Background: an optimization exercise with open tools, aiming at small area, a short achievable clock period and few clock cycles. Do not read the settings as production practice. Function was checked by simulation only, so behaviour that the tests miss may differ from the original. No activity file was given, so power comes from the tool's default toggle rates.

==> run F <==
==> flow/design.v <==
module eete #(
    parameter [31:0] BUSY_TIMEOUT_MS = 32'd10,
    parameter [1:0]  SPI_MODE        = 2'd0,
    parameter        BOUNDS_CHECK    = 1'b0
) (
    input  wire        clk,
    input  wire        rst,
    input  wire        cmd_valid,
    output wire        cmd_ready,
    input  wire [63:0] cmd_word,
    output wire        resp_valid,
    output wire [63:0] resp_word,
    input  wire        pin_valid,
    output wire        pin_ready,
    input  wire [7:0]  pin_data,
    output wire        pout_valid,
    input  wire        pout_ready,
    output wire [7:0]  pout_data,
    output wire        cs_n,
    output wire        cs_oe,
    output wire [7:0]  cs_line,
    output wire        spi_req,
    output wire        spi_w16,
    output reg  [15:0] spi_mosi,
    input  wire        spi_ack,
    input  wire [15:0] spi_miso,
    output wire        spi_cfg,
    output wire [31:0] spi_hz,
    output wire [1:0]  spi_mode,
    output wire        spi_msb_first,
    input  wire [31:0] now_ms
);
    localparam [3:0] OP_BEGIN       = 4'h1;
    localparam [3:0] OP_WRITE_BYTE  = 4'h2;
    localparam [3:0] OP_READ_BYTE   = 4'h3;
    localparam [3:0] OP_WRITE_ARRAY = 4'h4;
    localparam [3:0] OP_READ_ARRAY  = 4'h5;
    localparam [3:0] OP_WAIT_READY  = 4'h6;
    localparam [2:0] R_OK       = 3'b000;    
    localparam [2:0] R_OOR      = 3'b010;    
    localparam [2:0] R_ILLEGAL  = 3'b100;    
    localparam [2:0] R_NOT_INIT = 3'b101;    
    localparam [2:0] R_ALREADY  = 3'b110;    
    localparam [2:0] S_IDLE = 3'd0;
    localparam [2:0] S_RDSR = 3'd1;    
    localparam [2:0] S_SR   = 3'd2;    
    localparam [2:0] S_WREN = 3'd3;    
    localparam [2:0] S_F1   = 3'd4;    
    localparam [2:0] S_F2   = 3'd5;    
    localparam [2:0] S_TX   = 3'd6;    
    localparam [2:0] S_RX   = 3'd7;    
    reg [2:0]  st;
    reg        popw;       
    reg        pushw;      
    reg        parm;       
    reg        rarm;       
    reg [2:0]  op;
    reg        init;       
    reg        cs_n_r;
    reg [7:0]  cs_id;
    reg        rv;         
    reg        cfg;        
    reg [23:0] cur;        
    reg [23:0] rem;        
    reg [23:0] cnt;        
    reg [31:0] t0;         
    reg [7:0]  sr;         
    reg [7:0]  b;          
    reg [2:0]  res;
    wire is_wb = (op == OP_WRITE_BYTE[2:0]);
    wire is_rb = (op == OP_READ_BYTE[2:0]);
    wire is_wa = (op == OP_WRITE_ARRAY[2:0]);
    wire is_ra = (op == OP_READ_ARRAY[2:0]);
    wire [3:0] c_op = cmd_word[3:0];
    reg c_legal;
    always @(*) begin
        case (c_op)
            OP_BEGIN:       c_legal = (cmd_word[7:4] == 4'd0) && (cmd_word[31:16] == 16'd0);
            OP_WRITE_BYTE:  c_legal = (cmd_word[7:4] == 4'd0) && (cmd_word[55:40] == 16'd0) && (cmd_word[63:56] == 8'd0);
            OP_READ_BYTE:   c_legal = (cmd_word[7:4] == 4'd0) && (cmd_word[55:32] == 24'd0) && (cmd_word[63:56] == 8'd0);
            OP_WRITE_ARRAY: c_legal = (cmd_word[7:4] == 4'd0) && (cmd_word[63:56] == 8'd0);
            OP_READ_ARRAY:  c_legal = (cmd_word[7:4] == 4'd0) && (cmd_word[63:56] == 8'd0);
            OP_WAIT_READY:  c_legal = (cmd_word[63:4] == 60'd0);
            default:        c_legal = 1'b0;
        endcase
    end
    wire c_begin = (c_op == OP_BEGIN);
    wire c_lenz  = (cmd_word[55:32] == 24'd0);
    wire c_oor   = (cmd_word[31:27] != 5'd0);       
    wire [4:0]  el_lo   = {1'b0, now_ms[3:0]} - {1'b0, t0[3:0]};
    wire [27:0] hx      = now_ms[31:4] ^ t0[31:4];
    reg  [27:0] hm;
    integer i;
    always @(*) begin
        hm[0] = 1'b1;
        for (i = 1; i < 28; i = i + 1) hm[i] = hm[i-1] & t0[i+3];
    end
    wire        hi_ok   = el_lo[4] ? (hx == hm) : (hx == 28'd0);
    wire        time_ok = hi_ok && (el_lo[3:0] < BUSY_TIMEOUT_MS[3:0]);
    wire        wait_on = spi_miso[0] && time_ok;
    wire        rem_hz  = (rem[23:2] == 22'd0);
    wire        rem0    = rem_hz && (rem[1:0] == 2'd0);
    wire        rem1    = rem_hz && (rem[1:0] == 2'd1);
    wire        rem2    = rem_hz && (rem[1:0] == 2'd2);
    wire        cur_hi  = (cur[8:1] == 8'hFF);
    wire        pg511   = cur_hi &&  cur[0];        
    wire        pg510   = cur_hi && !cur[0];        
    wire        pg_oor  = (cur[18:9] == 10'h3FF);   
    wire [7:0]  rdata   = b & {8{is_rb & ~res[2]}};
    assign cmd_ready     = (st == S_IDLE);
    assign resp_valid    = rv;
    assign resp_word     = {16'd0, sr, cnt, rdata, 4'd0, res[2], 1'b0, res[1:0]};
    assign pin_ready     = popw  | (spi_ack & parm);
    assign pout_valid    = pushw | (spi_ack & rarm);
    assign pout_data     = pushw ? b : spi_miso[7:0];
    assign cs_n          = cs_n_r;
    assign cs_oe         = init;
    assign cs_line       = cs_id;
    assign spi_cfg       = cfg;
    assign spi_hz        = {b, rem};
    assign spi_mode      = SPI_MODE;
    assign spi_msb_first = 1'b1;
    assign spi_req = ~cs_n_r & (st != S_IDLE) & ~popw & ~pushw;
    assign spi_w16 = (st == S_F1) | (st == S_F2);
    always @(*) begin
        case (st)
            S_RDSR:  spi_mosi = 16'h0005;
            S_WREN:  spi_mosi = 16'h0006;
            S_F1:    spi_mosi = {7'b0000001, ~(is_wb | is_wa), cur[23:16]};
            S_F2:    spi_mosi = cur[15:0];
            S_TX:    spi_mosi = {8'd0, b};
            default: spi_mosi = 16'h0000;
        endcase
    end
    always @(posedge clk) begin
        if (rst) begin
            st      <= S_IDLE;
            popw    <= 1'b0;
            pushw   <= 1'b0;
            parm    <= 1'b0;
            rarm    <= 1'b0;
            init    <= 1'b0;
            cs_n_r  <= 1'b1;
            cs_id   <= 8'd0;
            rv      <= 1'b0;
            cfg     <= 1'b0;
        end else begin
            cfg <= 1'b0;
            if (cs_n_r && st != S_IDLE) cs_n_r <= 1'b0;
            case (st)
                S_IDLE: begin
                    if (cmd_valid) begin
                        op   <= c_op[2:0];
                        cur  <= cmd_word[31:8];
                        rem  <= cmd_word[55:32];
                        b    <= c_begin ? cmd_word[63:56] : cmd_word[39:32];
                        cnt  <= 24'd0;
                        sr   <= 8'd0;
                        res  <= R_OK;
                        rv   <= 1'b1;
                        if (!c_legal || (c_begin && cmd_word[63:32] == 32'd0)) begin
                            res <= R_ILLEGAL;
                        end else if (c_begin && init) begin
                            res <= R_ALREADY;
                        end else if (!c_begin && !init) begin
                            res <= R_NOT_INIT;
                        end else if (c_begin) begin
                            init  <= 1'b1;
                            cs_id <= cmd_word[15:8];
                            cfg   <= 1'b1;
                        end else if (c_op == OP_WRITE_ARRAY && c_lenz) begin
                            res <= R_OK;
                        end else if (c_op == OP_WRITE_ARRAY && c_oor) begin
                            res <= R_OOR;
                        end else begin
                            rv     <= 1'b0;
                            cs_n_r <= 1'b0;
                            st     <= S_RDSR;
                        end
                    end
                end
                S_RDSR: begin
                    t0 <= now_ms;
                    if (spi_ack) st <= S_SR;
                end
                S_SR: begin
                    if (spi_ack) begin
                        sr  <= spi_miso[7:0];
                        res <= {2'b00, spi_miso[0]};    
                        if (!wait_on) begin
                            cs_n_r <= 1'b1;
                            if (spi_miso[0]) begin
                                rv <= 1'b1;
                                st <= S_IDLE;
                            end else if (is_wb || is_wa) begin
                                st <= S_WREN;
                            end else if (is_rb || is_ra) begin
                                st <= S_F1;
                            end else begin
                                rv <= 1'b1;
                                st <= S_IDLE;
                            end
                        end
                    end
                end
                S_WREN: begin
                    if (spi_ack) begin
                        cs_n_r <= 1'b1;
                        st     <= S_F1;
                    end
                end
                S_F1: begin
                    if (spi_ack) begin
                        parm <= is_wa;
                        st   <= S_F2;
                    end
                end
                S_F2: begin
                    if (spi_ack) begin
                        parm <= 1'b0;
                        if (is_wb) begin
                            st <= S_TX;
                        end else if (is_wa) begin
                            st <= S_TX;
                            if (pin_valid) begin
                                b    <= pin_data;
                                parm <= !rem1 && !pg511;
                            end else begin
                                popw <= 1'b1;
                            end
                        end else if (is_ra && rem0) begin
                            cs_n_r <= 1'b1;
                            rv     <= 1'b1;
                            st     <= S_IDLE;
                        end else begin
                            rarm <= is_ra;
                            st   <= S_RX;
                        end
                    end
                end
                S_TX: begin
                    if (popw) begin
                        if (pin_valid) begin
                            b    <= pin_data;
                            popw <= 1'b0;
                            parm <= !rem1 && !pg511;
                        end
                    end else if (spi_ack) begin
                        cnt  <= cnt + 24'd1;
                        parm <= 1'b0;
                        if (is_wb || rem1) begin
                            cs_n_r <= 1'b1;
                            rv     <= 1'b1;
                            st     <= S_IDLE;
                        end else begin
                            cur <= cur + 24'd1;
                            rem <= rem - 24'd1;
                            if (pg511) begin
                                cs_n_r <= 1'b1;
                                if (pg_oor) begin
                                    res <= R_OOR;
                                    rv  <= 1'b1;
                                    st  <= S_IDLE;
                                end else begin
                                    st <= S_RDSR;
                                end
                            end else if (pin_valid) begin
                                b    <= pin_data;
                                parm <= !rem2 && !pg510;
                            end else begin
                                popw <= 1'b1;
                            end
                        end
                    end
                end
                S_RX: begin
                    if (pushw) begin
                        if (pout_ready) begin
                            cnt   <= cnt + 24'd1;
                            rem   <= rem - 24'd1;
                            pushw <= 1'b0;
                            if (rem1) begin
                                cs_n_r <= 1'b1;
                                rv     <= 1'b1;
                                st     <= S_IDLE;
                            end else begin
                                rarm <= 1'b1;
                            end
                        end
                    end else if (spi_ack) begin
                        b <= spi_miso[7:0];
                        if (is_rb) begin
                            cnt    <= cnt + 24'd1;
                            cs_n_r <= 1'b1;
                            rv     <= 1'b1;
                            st     <= S_IDLE;
                        end else if (!pout_ready) begin
                            pushw <= 1'b1;
                            rarm  <= 1'b0;
                        end else begin
                            cnt <= cnt + 24'd1;
                            rem <= rem - 24'd1;
                            if (rem1) begin
                                cs_n_r <= 1'b1;
                                rv     <= 1'b1;
                                rarm   <= 1'b0;
                                st     <= S_IDLE;
                            end
                        end
                    end
                end
                default: st <= S_IDLE;
            endcase
        end
    end
endmodule
==> flow/flow/run.sh <==
#!/bin/bash
# The standard layout, with every port buffered by the smallest buffer
# (sky130_fd_sc_hd__buf_1) instead of the one buffer_ports picks by default.
set -euo pipefail
bash standard.sh BUFFER_PORTS_ARGS="-buffer_cell sky130_fd_sc_hd__buf_1" finish > make_finish.log 2>&1
==> flow/standard.sh <==
#!/bin/bash
# synth_recipe.tcl (not shown) runs the flow's synth.tcl, then flattens the netlist and writes it again
# the make line also repeats each setting of config.mk as NAME=value (left out here)
make -C /OpenROAD-flow-scripts/flow DESIGN_CONFIG=/design/flow/config.mk WORK_HOME=/design/flow/orfs CLKGATE_MAP_FILE= SYNTH_SCRIPT=/design/flow/synth_recipe.tcl "${@:-finish}"
==> flow/config.mk <==
export PLATFORM = sky130hd
export DESIGN_NAME = eete
export DESIGN_NICKNAME = eete
export VERILOG_FILES = /design/flow/design.v
export SDC_FILE = /design/flow/constraint.sdc
export NUM_CORES = 4
export LEC_CHECK = 0
export CAP_MARGIN = 20
export CORE_MARGIN = 2
export CORE_UTILIZATION = 60
export CTS_BUF_LIST = sky130_fd_sc_hd__clkbuf_8
export PLACE_DENSITY = 0.65
export SETUP_SLACK_MARGIN = 4.5
export SLEW_MARGIN = 20
==> flow/constraint.sdc <==
create_clock -name core_clock -period 8.0 [get_ports {clk}]
set_input_delay 1.6000 -clock core_clock [delete_from_list [all_inputs] [get_ports {clk}]]
set_output_delay 1.6000 -clock core_clock [all_outputs]
set_load 0.01 [all_outputs]
==> inputs of run C, as changes to run F <==
==> flow/design.v, changed modules only <==
module eete #(
    parameter [31:0] BUSY_TIMEOUT_MS = 32'd10,
    parameter [1:0]  SPI_MODE        = 2'd0,
    parameter        BOUNDS_CHECK    = 1'b0
) (
    input  wire        clk,
    input  wire        rst,
    input  wire        cmd_valid,
    output wire        cmd_ready,
    input  wire [63:0] cmd_word,
    output wire        resp_valid,
    output wire [63:0] resp_word,
    input  wire        pin_valid,
    output wire        pin_ready,
    input  wire [7:0]  pin_data,
    output wire        pout_valid,
    input  wire        pout_ready,
    output wire [7:0]  pout_data,
    output wire        cs_n,
    output wire        cs_oe,
    output wire [7:0]  cs_line,
    output wire        spi_req,
    output wire        spi_w16,
    output reg  [15:0] spi_mosi,
    input  wire        spi_ack,
    input  wire [15:0] spi_miso,
    output wire        spi_cfg,
    output wire [31:0] spi_hz,
    output wire [1:0]  spi_mode,
    output wire        spi_msb_first,
    input  wire [31:0] now_ms
);
    localparam [3:0] OP_BEGIN       = 4'h1;
    localparam [3:0] OP_WRITE_BYTE  = 4'h2;
    localparam [3:0] OP_READ_BYTE   = 4'h3;
    localparam [3:0] OP_WRITE_ARRAY = 4'h4;
    localparam [3:0] OP_READ_ARRAY  = 4'h5;
    localparam [3:0] OP_WAIT_READY  = 4'h6;
    localparam [2:0] R_OK       = 3'b000;    
    localparam [2:0] R_OOR      = 3'b010;    
    localparam [2:0] R_ILLEGAL  = 3'b100;    
    localparam [2:0] R_NOT_INIT = 3'b101;    
    localparam [2:0] R_ALREADY  = 3'b110;    
    localparam [2:0] S_IDLE = 3'd0;
    localparam [2:0] S_RDSR = 3'd1;    
    localparam [2:0] S_SR   = 3'd2;    
    localparam [2:0] S_WREN = 3'd3;    
    localparam [2:0] S_F1   = 3'd4;    
    localparam [2:0] S_F2   = 3'd5;    
    localparam [2:0] S_TX   = 3'd6;    
    localparam [2:0] S_RX   = 3'd7;    
    reg [2:0]  st;
    reg        popw;       
    reg        pushw;      
    reg        rarm;       
    reg [2:0]  op;
    reg        init;       
    reg        cs_n_r;
    reg [7:0]  cs_id;
    reg        rv;         
    reg        cfg;        
    reg [23:0] cur;        
    reg [23:0] len;        
    reg        lenz;       
    reg [23:0] cnt;        
    reg        lst;        
    reg        pge;        
    reg [31:0] t0;         
    reg [7:0]  sr;         
    reg [7:0]  b;          
    reg [2:0]  res;
    wire is_wb = (op == OP_WRITE_BYTE[2:0]);
    wire is_rb = (op == OP_READ_BYTE[2:0]);
    wire is_wa = (op == OP_WRITE_ARRAY[2:0]);
    wire is_ra = (op == OP_READ_ARRAY[2:0]);
    wire [3:0] c_op = cmd_word[3:0];
    reg c_legal;
    always @(*) begin
        case (c_op)
            OP_BEGIN:       c_legal = (cmd_word[7:4] == 4'd0) && (cmd_word[31:16] == 16'd0);
            OP_WRITE_BYTE:  c_legal = (cmd_word[7:4] == 4'd0) && (cmd_word[55:40] == 16'd0) && (cmd_word[63:56] == 8'd0);
            OP_READ_BYTE:   c_legal = (cmd_word[7:4] == 4'd0) && (cmd_word[55:32] == 24'd0) && (cmd_word[63:56] == 8'd0);
            OP_WRITE_ARRAY: c_legal = (cmd_word[7:4] == 4'd0) && (cmd_word[63:56] == 8'd0);
            OP_READ_ARRAY:  c_legal = (cmd_word[7:4] == 4'd0) && (cmd_word[63:56] == 8'd0);
            OP_WAIT_READY:  c_legal = (cmd_word[63:4] == 60'd0);
            default:        c_legal = 1'b0;
        endcase
    end
    wire c_begin = (c_op == OP_BEGIN);
    wire c_lenz  = (cmd_word[55:32] == 24'd0);
    wire c_oor   = (cmd_word[31:27] != 5'd0);       
    wire [4:0]  el_lo   = {1'b0, now_ms[3:0]} - {1'b0, t0[3:0]};
    wire [27:0] za      = now_ms[31:4];
    wire [27:0] zb      = ~t0[31:4];
    wire [27:0] zc      = {za[26:0] | zb[26:0], ~el_lo[4]};
    wire        hi_ok   = ((za ^ zb) == zc);
    wire        time_ok = hi_ok && (el_lo[3:0] < BUSY_TIMEOUT_MS[3:0]);
    wire        wait_on = spi_miso[0] && time_ok;
    wire        pg_oor  = (cur[18:9] == 10'h3FF);   
    wire        parm    = is_wa & ((st == S_F2) | ((st == S_TX) & ~popw & ~lst & ~pge));
    wire [7:0]  rdata   = b & {8{is_rb & ~res[2]}};
    assign cmd_ready     = (st == S_IDLE);
    assign resp_valid    = rv;
    assign resp_word     = {16'd0, sr, cnt, rdata, 4'd0, res[2], 1'b0, res[1:0]};
    assign pin_ready     = popw  | (spi_ack & parm);
    assign pout_valid    = pushw | (spi_ack & rarm);
    assign pout_data     = pushw ? b : spi_miso[7:0];
    assign cs_n          = cs_n_r;
    assign cs_oe         = init;
    assign cs_line       = cs_id;
    assign spi_cfg       = cfg;
    assign spi_hz        = {cur[23:16], len};
    assign spi_mode      = SPI_MODE;
    assign spi_msb_first = 1'b1;
    assign spi_req = ~cs_n_r & (st != S_IDLE) & ~popw & ~pushw;
    assign spi_w16 = (st == S_F1) | (st == S_F2);
    always @(*) begin
        case (st)
            S_RDSR:  spi_mosi = 16'h0005;
            S_WREN:  spi_mosi = 16'h0006;
            S_F1:    spi_mosi = {7'b0000001, ~(is_wb | is_wa), cur[23:16]};
            S_F2:    spi_mosi = cur[15:0];
            S_TX:    spi_mosi = {8'd0, b};
            default: spi_mosi = 16'h0000;
        endcase
    end
    always @(posedge clk) begin
        lst <= (cnt + 24'd1 == len);
        pge <= (cur[8:0] == 9'h1FF);
    end
    always @(posedge clk) begin
        if (rst) begin
            st      <= S_IDLE;
            popw    <= 1'b0;
            pushw   <= 1'b0;
            rarm    <= 1'b0;
            init    <= 1'b0;
            cs_n_r  <= 1'b1;
            cs_id   <= 8'd0;
            rv      <= 1'b0;
            cfg     <= 1'b0;
        end else begin
            cfg <= 1'b0;
            if (cs_n_r && st != S_IDLE) cs_n_r <= 1'b0;
            case (st)
                S_IDLE: begin
                    if (cmd_valid) begin
                        op   <= c_op[2:0];
                        cur  <= {cmd_word[31:24] | cmd_word[63:56], cmd_word[23:8]};
                        len  <= cmd_word[55:32];
                        lenz <= c_lenz;
                        b    <= cmd_word[39:32];
                        cnt  <= 24'd0;
                        sr   <= 8'd0;
                        res  <= R_OK;
                        rv   <= 1'b1;
                        if (!c_legal || (c_begin && cmd_word[63:32] == 32'd0)) begin
                            res <= R_ILLEGAL;
                        end else if (c_begin && init) begin
                            res <= R_ALREADY;
                        end else if (!c_begin && !init) begin
                            res <= R_NOT_INIT;
                        end else if (c_begin) begin
                            init  <= 1'b1;
                            cs_id <= cmd_word[15:8];
                            cfg   <= 1'b1;
                        end else if (c_op == OP_WRITE_ARRAY && c_lenz) begin
                            res <= R_OK;
                        end else if (c_op == OP_WRITE_ARRAY && c_oor) begin
                            res <= R_OOR;
                        end else begin
                            rv     <= 1'b0;
                            cs_n_r <= 1'b0;
                            st     <= S_RDSR;
                        end
                    end
                end
                S_RDSR: begin
                    t0 <= now_ms;
                    if (spi_ack) st <= S_SR;
                end
                S_SR: begin
                    if (spi_ack) begin
                        sr  <= spi_miso[7:0];
                        res <= {2'b00, spi_miso[0]};    
                        if (!wait_on) begin
                            cs_n_r <= 1'b1;
                            if (spi_miso[0]) begin
                                rv <= 1'b1;
                                st <= S_IDLE;
                            end else if (is_wb || is_wa) begin
                                st <= S_WREN;
                            end else if (is_rb || is_ra) begin
                                st <= S_F1;
                            end else begin
                                rv <= 1'b1;
                                st <= S_IDLE;
                            end
                        end
                    end
                end
                S_WREN: begin
                    if (spi_ack) begin
                        cs_n_r <= 1'b1;
                        st     <= S_F1;
                    end
                end
                S_F1: begin
                    if (spi_ack) st <= S_F2;
                end
                S_F2: begin
                    if (spi_ack) begin
                        if (is_wb) begin
                            st <= S_TX;
                        end else if (is_wa) begin
                            st <= S_TX;
                            if (pin_valid) begin
                                b    <= pin_data;
                            end else begin
                                popw <= 1'b1;
                            end
                        end else if (is_ra && lenz) begin
                            cs_n_r <= 1'b1;
                            rv     <= 1'b1;
                            st     <= S_IDLE;
                        end else begin
                            rarm <= is_ra;
                            st   <= S_RX;
                        end
                    end
                end
                S_TX: begin
                    if (popw) begin
                        if (pin_valid) begin
                            b    <= pin_data;
                            popw <= 1'b0;
                        end
                    end else if (spi_ack) begin
                        cnt <= cnt + 24'd1;
                        if (is_wb || lst) begin
                            cs_n_r <= 1'b1;
                            rv     <= 1'b1;
                            st     <= S_IDLE;
                        end else begin
                            cur[8:0] <= cur[8:0] + 9'd1;
                            if (pge) cur[18:9] <= cur[18:9] + 10'd1;
                            if (pge) begin
                                cs_n_r <= 1'b1;
                                if (pg_oor) begin
                                    res <= R_OOR;
                                    rv  <= 1'b1;
                                    st  <= S_IDLE;
                                end else begin
                                    st <= S_RDSR;
                                end
                            end else if (pin_valid) begin
                                b    <= pin_data;
                            end else begin
                                popw <= 1'b1;
                            end
                        end
                    end
                end
                S_RX: begin
                    if (pushw) begin
                        if (pout_ready) begin
                            cnt   <= cnt + 24'd1;
                            pushw <= 1'b0;
                            if (lst) begin
                                cs_n_r <= 1'b1;
                                rv     <= 1'b1;
                                st     <= S_IDLE;
                            end else begin
                                rarm <= 1'b1;
                            end
                        end
                    end else if (spi_ack) begin
                        b <= spi_miso[7:0];
                        if (is_rb) begin
                            cnt    <= cnt + 24'd1;
                            cs_n_r <= 1'b1;
                            rv     <= 1'b1;
                            st     <= S_IDLE;
                        end else if (!pout_ready) begin
                            pushw <= 1'b1;
                            rarm  <= 1'b0;
                        end else begin
                            cnt <= cnt + 24'd1;
                            if (lst) begin
                                cs_n_r <= 1'b1;
                                rv     <= 1'b1;
                                rarm   <= 1'b0;
                                st     <= S_IDLE;
                            end
                        end
                    end
                end
                default: st <= S_IDLE;
            endcase
        end
    end
endmodule
==> flow/flow/run.sh (replaced) <==
#!/bin/bash
# The standard layout (the standard.sh, standard synthesis included) with
# two changes to how the layout is made:
#  - every port is buffered by the smallest buffer, sky130_fd_sc_hd__buf_1,
#    instead of the one buffer_ports picks by default;
#  - clock tree synthesis adds no dummy loads to balance the tree.
# make's full output goes to make_finish.log; each step's own log is under
# orfs/logs/.
set -euo pipefail
bash standard.sh \
  BUFFER_PORTS_ARGS="-buffer_cell sky130_fd_sc_hd__buf_1" \
  CTS_ARGS="-sink_clustering_enable -repair_clock_nets -buf_list sky130_fd_sc_hd__clkbuf_8 -dont_use_dummy_load" \
  finish > make_finish.log 2>&1
==> inputs of run Z, as changes to run F <==
--- a/flow/design.v
+++ b/flow/design.v
@@ -88,14 +88,10 @@
     wire c_lenz  = (cmd_word[55:32] == 24'd0);
     wire c_oor   = (cmd_word[31:27] != 5'd0);       
     wire [4:0]  el_lo   = {1'b0, now_ms[3:0]} - {1'b0, t0[3:0]};
-    wire [27:0] hx      = now_ms[31:4] ^ t0[31:4];
-    reg  [27:0] hm;
-    integer i;
-    always @(*) begin
-        hm[0] = 1'b1;
-        for (i = 1; i < 28; i = i + 1) hm[i] = hm[i-1] & t0[i+3];
-    end
-    wire        hi_ok   = el_lo[4] ? (hx == hm) : (hx == 28'd0);
+    wire [27:0] za      = now_ms[31:4];
+    wire [27:0] zb      = ~t0[31:4];
+    wire [27:0] zc      = {za[26:0] | zb[26:0], ~el_lo[4]};
+    wire        hi_ok   = ((za ^ zb) == zc);
     wire        time_ok = hi_ok && (el_lo[3:0] < BUSY_TIMEOUT_MS[3:0]);
     wire        wait_on = spi_miso[0] && time_ok;
     wire        rem_hz  = (rem[23:2] == 22'd0);
@@ -253,7 +249,8 @@
                             rv     <= 1'b1;
                             st     <= S_IDLE;
                         end else begin
-                            cur <= cur + 24'd1;
+                            cur[8:0] <= cur[8:0] + 9'd1;
+                            if (pg511) cur[18:9] <= cur[18:9] + 10'd1;
                             rem <= rem - 24'd1;
                             if (pg511) begin
                                 cs_n_r <= 1'b1;
==> comparison <==
- Final cell count, lowest first: run C, run Z, run F.
- Total power, lowest first: run C, run Z, run F.
- Run F passed the timing, DRC and antenna checks. Run C completed with no timing, DRC or antenna violations. Run Z completed without violations.
- Sequential power: run C < run Z < run F.
- Critical path depth is the same in run F and run C.
- First-iteration DRC count: run F > run C > run Z.
- Non-clock buffer count, highest first: run F, run C, run Z.
- In run C the sequential cell count is higher than in run F, by 2.
- The lowest synthesized cell count belongs to run C, the highest to run F.
- In count of clock-buffer cells in the layout, run F and run C do not differ.
- Worst setup slack: run C > run Z > run F.
- Between run Z and run C, the lower via count is in run C (gap about 1.7%, measured against run C).
==> figures <==
                                                                                                             run Z           run C           run F
Count of inserted antenna diode cells                                                                            0               0               1
Non-CTS inverters                                                                                               49              47              27
Post-route cell area                                                                                     11000 um2       11000 um2       11900 um2
TritonCTS Sinks                                                                                                145             147             145
Sum of met2 wire segment lengths after detailed routing                                                   12000 um        12600 um        14000 um
Destination of the worst hold path                                                                        cs_id[3]        cs_id[3]        cs_id[1]
Launching point of the worst reg2reg path                                                                    st[2]          cnt[2]          rem[4]
Effective utilization at floorplan                                                                           61.0%           61.1%           61.1%
Ratio of final minimum period to clock period                                                                46.3%           46.2%           46.4%
Fraction of the mapped netlist area in compound gates                                                        12.2%           11.2%           15.8%
Biggest fanout along the worst timing path                                                                       3               2               2
Worst Setup EP                                                                                        pout_data[5]    pout_data[2]    pout_data[7]
Die boundary height                                                                                         128 um          128 um          131 um
Instance area after placement                                                                            10200 um2       10100 um2       10600 um2
Worst IR drop on VDD                                                                                    0.000112 V      0.000102 V      0.000183 V
Wl on met1                                                                                                10400 um        10800 um        11900 um
Outcome                                                                                             finished clean  finished clean  finished clean
Arithmetic-cell share of the synthesized area counting full adders, half adders and majority gates           5.52%           5.22%           1.74%
Final core utilization                                                                                       73.2%           72.5%           75.3%
Synth Area in XOR/XNOR                                                                                       8.09%           9.27%           6.91%
Hold WS                                                                                                   0.461 ns        0.484 ns        0.498 ns
Layout fillers                                                                                                1173            1161            1208
Switching component of the power                                                                          0.514 mW        0.380 mW        0.983 mW
Testbench counts of run F, summed over its fixed seeds: cycles 33,762.
Testbench counts of run C, summed over its fixed seeds: cycles 33,762.
Testbench counts of run Z, summed over its fixed seeds: cycles 33,762.

-- separate check: timing with driven ports --
In the flow no input, the clock included, has a driving cell. The finished layouts below were timed again as built, in two steps. Step 1 assumes that a clkbuf_16 drives the clock port and a buf_2 every other input. Step 2 adds t to the input delays and takes it off the output delays; t is the mean of the earliest and latest rising clock arrival at the registers after step 1. Input paths then give back, and output paths get back, about the clock's delay inside the block. Three values: no drivers, after step 1, after step 2; two values: the first two.
run | t, ns | setup slack, ns | clock arrival spread, ns | worst slew at a driven data input, ns
run F | 0.495 | 4.285 / 4.225 / 4.020 | 0.011 / 0.011 | 0.10
run C | 0.483 | 4.307 / 4.247 / 4.114 | 0.030 / 0.031 | 0.07
run Z | 0.489 | 4.299 / 4.250 / 4.022 | 0.017 / 0.017 | 0.08
After both steps setup and hold are still met in every run listed. For run Z, which loses most, drivers alone change the setup slack by -0.049 ns; drivers and shift together by -0.277 ns.
